What follows belongs to an exercise in optimizing a design on an open flow for small area, a short achievable clock period and few clock cycles; a production flow would make more cautious choices.
The RTL was checked by simulation tests, not by an equivalence proof against the original design.
Power figures rest on the tool's default switching activity, not on a simulated workload.

[flow/design.v]
module hist_norm (
    input  wire        clk,
    input  wire        rst,           
    input  wire        start,         
    output wire        busy,
    output wire        done,          
    output reg  [7:0]  err_code,      
    output reg  [8:0]  err_info,      
    output reg  [8:0]  alpha,         
    output reg  [7:0]  imax_o,        
    output reg         fallback,      
    output wire        raw_rd,
    output wire [8:0]  raw_addr,
    input  wire [31:0] raw_rdata,
    output wire        f_rd,
    output wire [7:0]  f_raddr,
    input  wire [11:0] f_rdata,
    output wire        f_we,
    output wire [7:0]  f_waddr,
    output wire [11:0] f_wdata
);
    localparam LOG2M = 11;
    localparam [20:0] M = 21'd1 << LOG2M;
    localparam [3:0] S_IDLE    = 4'd0,
                     S_P1      = 4'd1,
                     S_P1_LAST = 4'd2,
                     S_CHECK   = 4'd3,
                     S_P2_RD   = 4'd4,
                     S_P2_LD   = 4'd5,
                     S_P2_DIV  = 4'd6,
                     S_P2_WR   = 4'd7,
                     S_FIX     = 4'd8,
                     S_FB_SCAN = 4'd9,
                     S_FB_LAST = 4'd10,
                     S_FB_WR   = 4'd11,
                     S_DONE    = 4'd12;
    reg [3:0]  state;
    reg [8:0]  cnt;           
    reg        p1_vld;        
    reg [8:0]  p1_idx;
    reg [40:0] total;
    reg [8:0]  hi;
    reg [31:0] maxv;
    reg [8:0]  imax;
    reg [7:0]  sym;
    reg        czero;
    reg [44:0] rem;           
    reg [52:0] dsh;           
    reg [3:0]  qbit;
    reg [11:0] q;
    reg [19:0] fsum;
    reg [11:0] fimax;
    reg [19:0] ndec;          
    reg [7:0]  scan;
    reg        fb_vld;
    reg [7:0]  fb_idx;
    reg [11:0] fbmax;
    reg [7:0]  fbk;
    wire [11:0] f_val = czero ? 12'd0 : ((q == 12'd0) ? 12'd1 : q);
    wire signed [21:0] resid  = $signed({1'b0, M}) - $signed({2'b00, fsum});
    wire signed [21:0] fixed  = $signed({10'd0, fimax}) + resid;
    wire        fix_ok = (fixed >= 22'sd1);
    wire [52:0] rem_ext = {8'd0, rem};
    wire        q_take  = rem_ext >= dsh;
    assign busy = (state != S_IDLE) && (state != S_DONE);
    assign done = (state == S_DONE);
    assign raw_rd   = (state == S_P1) || (state == S_P2_RD);
    assign raw_addr = (state == S_P1) ? cnt : {1'b0, sym};
    assign f_rd    = (state == S_FB_SCAN);
    assign f_raddr = scan;
    assign f_we    = (state == S_P2_WR) || ((state == S_FIX) && fix_ok) || (state == S_FB_WR);
    assign f_waddr = (state == S_P2_WR) ? sym : (state == S_FIX) ? imax[7:0] : fbk;
    assign f_wdata = (state == S_P2_WR) ? f_val :
                     (state == S_FIX)   ? fixed[11:0] : (fbmax - 12'd1);
    always @(posedge clk) begin
        if (rst) begin
            state  <= S_IDLE;
            p1_vld <= 1'b0;
            fb_vld <= 1'b0;
        end else begin
            p1_vld <= (state == S_P1);
            p1_idx <= cnt;
            if (p1_vld) begin
                total <= total + {9'd0, raw_rdata};
                if (raw_rdata != 32'd0)
                    hi <= p1_idx;
                if (raw_rdata > maxv) begin
                    maxv <= raw_rdata;
                    imax <= p1_idx;
                end
            end
            fb_vld <= (state == S_FB_SCAN);
            fb_idx <= scan;
            if (fb_vld && (f_rdata > fbmax)) begin
                fbmax <= f_rdata;
                fbk   <= fb_idx;
            end
            case (state)
            S_IDLE, S_DONE: begin
                if (start) begin
                    cnt   <= 9'd0;
                    total <= 41'd0;
                    hi    <= 9'd0;
                    maxv  <= 32'd0;
                    imax  <= 9'd0;
                    state <= S_P1;
                end else begin
                    state <= S_IDLE;
                end
            end
            S_P1: begin
                cnt <= cnt + 9'd1;
                if (cnt == 9'd511)
                    state <= S_P1_LAST;
            end
            S_P1_LAST: state <= S_CHECK;    
            S_CHECK: begin
                if (total == 41'd0) begin
                    err_code <= 8'h05;
                    err_info <= 9'd0;
                    state    <= S_DONE;
                end else if (hi[8]) begin
                    err_code <= 8'h06;
                    err_info <= hi;
                    state    <= S_DONE;
                end else begin
                    sym   <= 8'd0;
                    fsum  <= 20'd0;
                    state <= S_P2_RD;
                end
            end
            S_P2_RD: state <= S_P2_LD;
            S_P2_LD: begin
                czero <= (raw_rdata == 32'd0);
                rem   <= {1'b0, raw_rdata, 12'd0} + {4'd0, total};
                dsh   <= {total, 12'd0};           
                qbit  <= 4'd11;
                q     <= 12'd0;
                state <= (raw_rdata == 32'd0) ? S_P2_WR : S_P2_DIV;
            end
            S_P2_DIV: begin
                if (q_take) begin
                    rem     <= rem - dsh[44:0];
                    q[qbit] <= 1'b1;
                end
                dsh  <= dsh >> 1;
                qbit <= qbit - 4'd1;
                if (qbit == 4'd0)
                    state <= S_P2_WR;
            end
            S_P2_WR: begin
                fsum <= fsum + {8'd0, f_val};
                if ({1'b0, sym} == imax)
                    fimax <= f_val;
                sym <= sym + 8'd1;
                state <= (sym == 8'd255) ? S_FIX : S_P2_RD;
            end
            S_FIX: begin
                err_code <= 8'h00;
                err_info <= 9'd0;
                alpha    <= hi + 9'd1;
                imax_o   <= imax[7:0];
                if (fix_ok) begin
                    fallback <= 1'b0;
                    state    <= S_DONE;
                end else begin
                    fallback <= 1'b1;
                    ndec     <= fsum - M[19:0];
                    scan     <= 8'd0;
                    fbmax    <= 12'd0;
                    state    <= S_FB_SCAN;
                end
            end
            S_FB_SCAN: begin
                scan <= scan + 8'd1;
                if (scan == 8'd255)
                    state <= S_FB_LAST;
            end
            S_FB_LAST: state <= S_FB_WR;
            S_FB_WR: begin
                ndec  <= ndec - 20'd1;
                scan  <= 8'd0;
                fbmax <= 12'd0;
                state <= (ndec == 20'd1) ? S_DONE : S_FB_SCAN;
            end
            default: state <= S_IDLE;
            endcase
        end
    end
endmodule
[flow/run.sh]
#!/bin/bash
# synth_recipe.tcl (not shown) runs the flow's synth.tcl, then flattens the netlist and writes it again
# the make line also repeats each setting of config.mk as NAME=value (left out here)
make -C /OpenROAD-flow-scripts/flow DESIGN_CONFIG=/design/flow/config.mk WORK_HOME=/design/flow/orfs CLKGATE_MAP_FILE= SYNTH_SCRIPT=/design/flow/synth_recipe.tcl finish
[flow/config.mk]
export PLATFORM = sky130hd
export DESIGN_NAME = hist_norm
export DESIGN_NICKNAME = hist_norm
export VERILOG_FILES = /design/flow/design.v
export SDC_FILE = /design/flow/constraint.sdc
export NUM_CORES = 4
export LEC_CHECK = 0
export CAP_MARGIN = 20
export CORE_MARGIN = 2
export CORE_UTILIZATION = 40
export SLEW_MARGIN = 20
[flow/constraint.sdc]
create_clock -name core_clock -period 10.0 [get_ports {clk}]
set_input_delay 2.0000 -clock core_clock [delete_from_list [all_inputs] [get_ports {clk}]]
set_output_delay 2.0000 -clock core_clock [all_outputs]
set_load 0.01 [all_outputs]
==> results.txt <==
worst max path at each step:
| stage | start | endpoint | slack, ns | depth (start not counted) |
|---|---|---|---|---|
| final | fsum[0]$_SDFFCE_PN0P_ | f_we | 2.58 | 15 |
| after CTS | fsum[0]$_SDFFCE_PN0P_ | f_we | 2.50 | 15 |
| after floorplan | rst | q[0]$_SDFFCE_PN0P_ | 1.86 | 3 |
| after global routing | fsum[0]$_SDFFCE_PN0P_ | f_we | 2.29 | 15 |
| after global placement | fsum[0]$_SDFFCE_PN0P_ | f_we | 3.24 | 15 |
| after detailed placement | fsum[0]$_SDFFCE_PN0P_ | f_we | 3.14 | 15 |
placed cells by master, fill, tap and decap left out, types with 8 or more instances in the layout:
cell,netlist,layout
a211oi_1,26,26
a21o_1,77,77
a21oi_1,173,172
a31oi_1,27,27
a41oi_1,8,8
and2_1,20,19
and3_1,31,30
buf_4,5,16
clkbuf_1,76,10
clkbuf_16,0,44
clkdlybuf4s50_1,0,118
clkinv_1,0,8
edfxtp_1,350,350
ha_1,194,194
inv_1,151,150
mux2i_1,51,51
nand2_1,225,224
nand2b_1,20,20
nand3_1,88,88
nand4_1,32,32
nor2_1,211,209
nor2_2,11,13
nor2b_1,37,37
nor3_1,54,53
nor4_1,40,39
o21a_1,23,23
o21ai_0,178,177
o21bai_1,15,15
o31a_1,12,11
o31ai_1,44,44
or2_2,12,12
or3_1,13,13
xnor2_1,117,117
xor2_1,77,77
through the flow:
stage          util (%)  cells  instance area [µm²]  hold WS [ns]
2_1_floorplan         -   2565                24800         0.400
3_3_place_gp       43.4   3385                26700         0.400
3_5_place_dp       43.4   3386                26700         0.408
4_1_cts            45.7   3465                28100         0.423
5_1_grt            45.7   3465                28100         0.427
6_report           45.7   3465                28100         0.421
layer usage:
layer,global-route usage (%),vias up,share of wire [%]
met1,30.0,9646,45
met5,0,-,0
met3,3.12,109,5.9
met2,35.5,578,47
li1,-,9595,-
met4,6.02,0,2.5
cells by family after synthesis:
kind of cell,count (synthesis)
AO/OA/AOI/OAI,668
XOR/XNOR,194
adder cells (fa/ha/maj),199
buffers and inverters,256
flip-flops,356
multiplexers,58
other,1
AND/OR/NAND/NOR,829
worst max-delay path, delay by kind of cell (launching register included):
family	cells	cell delay, ns
buf+inv	1	0.59
flops	1	0.48
compound gates	6	1.75
fa+ha+maj	1	0.34
xor+xnor	2	0.29
simple gates	5	1.41
sequential cells by signal (all words and copies together) (netlist names), 20 cells and up:
| register | count |
|---|---|
| rem | 45 |
| ndec | 20 |
| fsum | 20 |
| total | 41 |
| dsh | 53 |
| maxv | 32 |
power breakdown:
part	total, mW	switching [mW]	internal [mW]
clock	1.62	0.654	0.962
sequential	2.08	0.200	1.88
combinational	1.49	0.880	0.612
total	5.19	1.73	3.45
final cells by class:
cell class,instances,area [µm²],area share (%)
clock buffers,54,1140,4.05
clock inverters,25,285,1.01
inverters,151,569,2.02
multi-input cells,1953,13200,46.9
flip-flops and latches,356,10600,37.8
well taps,790,988,3.51
repair buffers,136,1320,4.71
==> summary.txt <==
Run status
  • Outcome: finished clean

Synthesis
  • Sequential area share after synthesis: 43.0%
  • Top cells by area, synth: edfxtp_1 (42%), ha_1 (9.8%), xnor2_1 (4.1%)
  • Post-synthesis compound-gate area fraction: 17.3%
  • Synth top area share: 42.5%
  • Multiplexer share of the synthesized area: 2.38%
  • FF+latch count, synth: 356
  • Top_reg_cell synth: edfxtp_1
  • Cell variety after synth: 85
  • Post-synthesis instance total: 2561
  • Syn_area_per_cell: 9.66 µm²
  • Number of synthesized flops with an enable pin: 350
  • Yosys warning count: 1
  • Main combinational cell family by area after synthesis: compound AO/OA/AOI/OAI gates
  • Top cell type by total area after synthesis: edfxtp_1
  • Xor and xnor area share after synthesis: 6.87%
  • Most frequent cells after synthesis: edfxtp_1 (350), nand2_1 (225), nor2_1 (211)
  • Count leader, synth: edfxtp_1
  • Post-synth ARST share: 0%
  • Post-Synth Simple-Gate Area: 16.2%
  • Netlist Area Pre-Place: 24700 µm²
  • Post-Synth Adder-Cell Area: 10.2%

Timing
  • Setup TNS: 0 ns
  • Slew @ Worst Pin: 0.985 ns
  • Relative slew slack: 34.3%
  • Minimum clock period: 7.42 ns
  • Slew Viols, Final: 0
  • RSZ-0062 raised after global routing: no
  • Setup violators final: 0
  • Final cycle utilization of the critical path: 74.2%
  • Fin. Hold Viols: 0
  • Fmax achieved: 135 MHz
  • Post-route setup slack: 2.58 ns
  • Clock Skew: 0.0196 ns

Worst setup path
  • Critical path fanouts, max: 6
  • Slowest stage cell, crit path: a221oi_1
  • CP peak stage delay: 0.65 ns
  • Flop2flop setup slack: 4.88 ns
  • Startpoint Class: flip-flop
  • Reg2Reg Depth: 14
  • CP Capture Type: output pin
  • R2r startpoint: fsum[0]$_SDFFCE_PN0P_
  • Crit path required time: 8.00 ns
  • Kind of critical path: reg -> out
  • RR Endpoint: fbmax[1]$_DFFE_PN_
  • Critical path cell sequence: or4_1, or2_2, nor2_1, xnor2_1, ha_1, a211oi_1, o21ai_0, a221oi_1, a211oi_1, a21oi_1, xnor2_1, a31oi_4, nand2_1, nand3_1, clkdlybuf4s50_1
  • WP data arrival: 5.42 ns

GRT
  • Initial antenna violation count: 0
  • Total gr overflow: 0
  • Pin count of the biggest net entering global routing: 83
  • Global-route wire length before repair: 110000 µm
  • GRT Overall Usage: 21.7%
  • Vias in the first global route: 19.6k

Clock tree
  • Clock Sinks: 356
  • Clock Path Buffers: 3
  • Clock transition at path regs: 0.06 ns
  • # resized after CTS: 0
  • Cts hold-fix bufs: 0
  • Clock Root Buffer: clkbuf_16
  • H-tree depth: 2
  • Clock latency (worst-skew pair): 0.58 ns
  • Post-CTS Repair Setup Buffers: 0
  • CTS tree: done
  • CTS buffer count: 43

Routing
  • Vias: 19.9k
  • First-pass detailed-route iteration total: 5
  • Final Routed Wirelength: 70000 µm
  • Drt wl/cell: 20.2 µm
  • Vias per cell: 5.75
  • Remaining antenna violation count after routing: 0
  • Initial DRC count: 1371
  • Drt drc: 0

Min path
  • Hold path endpoint: fbk[5]$_DFFE_PP_
  • HP Class: reg -> reg
  • Hold path depth: 0
  • Worst hold start: fb_idx[5]$_DFFE_PN_

Floorplanning
  • Die height: 253 µm
  • Die width: 253 µm
  • Die area: 63900 µm²
  • Site Rows: 91
  • CORE AREA: 61500 µm²
  • Initial Util: 40.3%
  • Ports: 124

Power
  • Peak VDD IR: 0.134 mV
  • PwrDens: 184 nW/µm²
  • Lkg Pwr: 10.8 nW
  • PnR Total Power: 5.19 mW

Placed design
  • DPL Wire Length: 51700 µm
  • Pre-CTS worst setup slack: 3.14 ns
  • Port Buf Inserts: 118
  • Placer congestion estimate: 0.926

Finish
  • Area Overhead vs Synth: 13.6%
  • Final #Nets: 2887
  • # fillers: 5847
  • Share of layout cells above drive strength 1: 5.35%
  • Inserted Diodes: 0

Flow run
  • Max Cap Viol: 0
Testbench counts, summed over its fixed seeds: cycles 234,624.

## afterwards: timing with drivers on the ports
The flow's constraints put no driver on any port. The routed layout listed below was extracted and timed again, unchanged, in two steps.
Step 1 sets driving cells, clkbuf_16 on the clock port and buf_2 on the other inputs (assumed; they add their load-dependent delay and slew).
Step 2 moves the port delays by t, midway between the first and last clock arrival at a register: inputs arrive t later, outputs are due t later. That takes back most of the time a late clock gives input paths.
Three values: no drivers, after step 1, after step 2; two values: the first two.
t (ns): 0.628
setup slack, ns: 2.580 / 2.520 / 3.148
worst setup path after step 2: register to output
After both steps this run still meets setup and hold. The setup slack of this run moves by -0.060 ns with the drivers and by +0.568 ns with both steps.
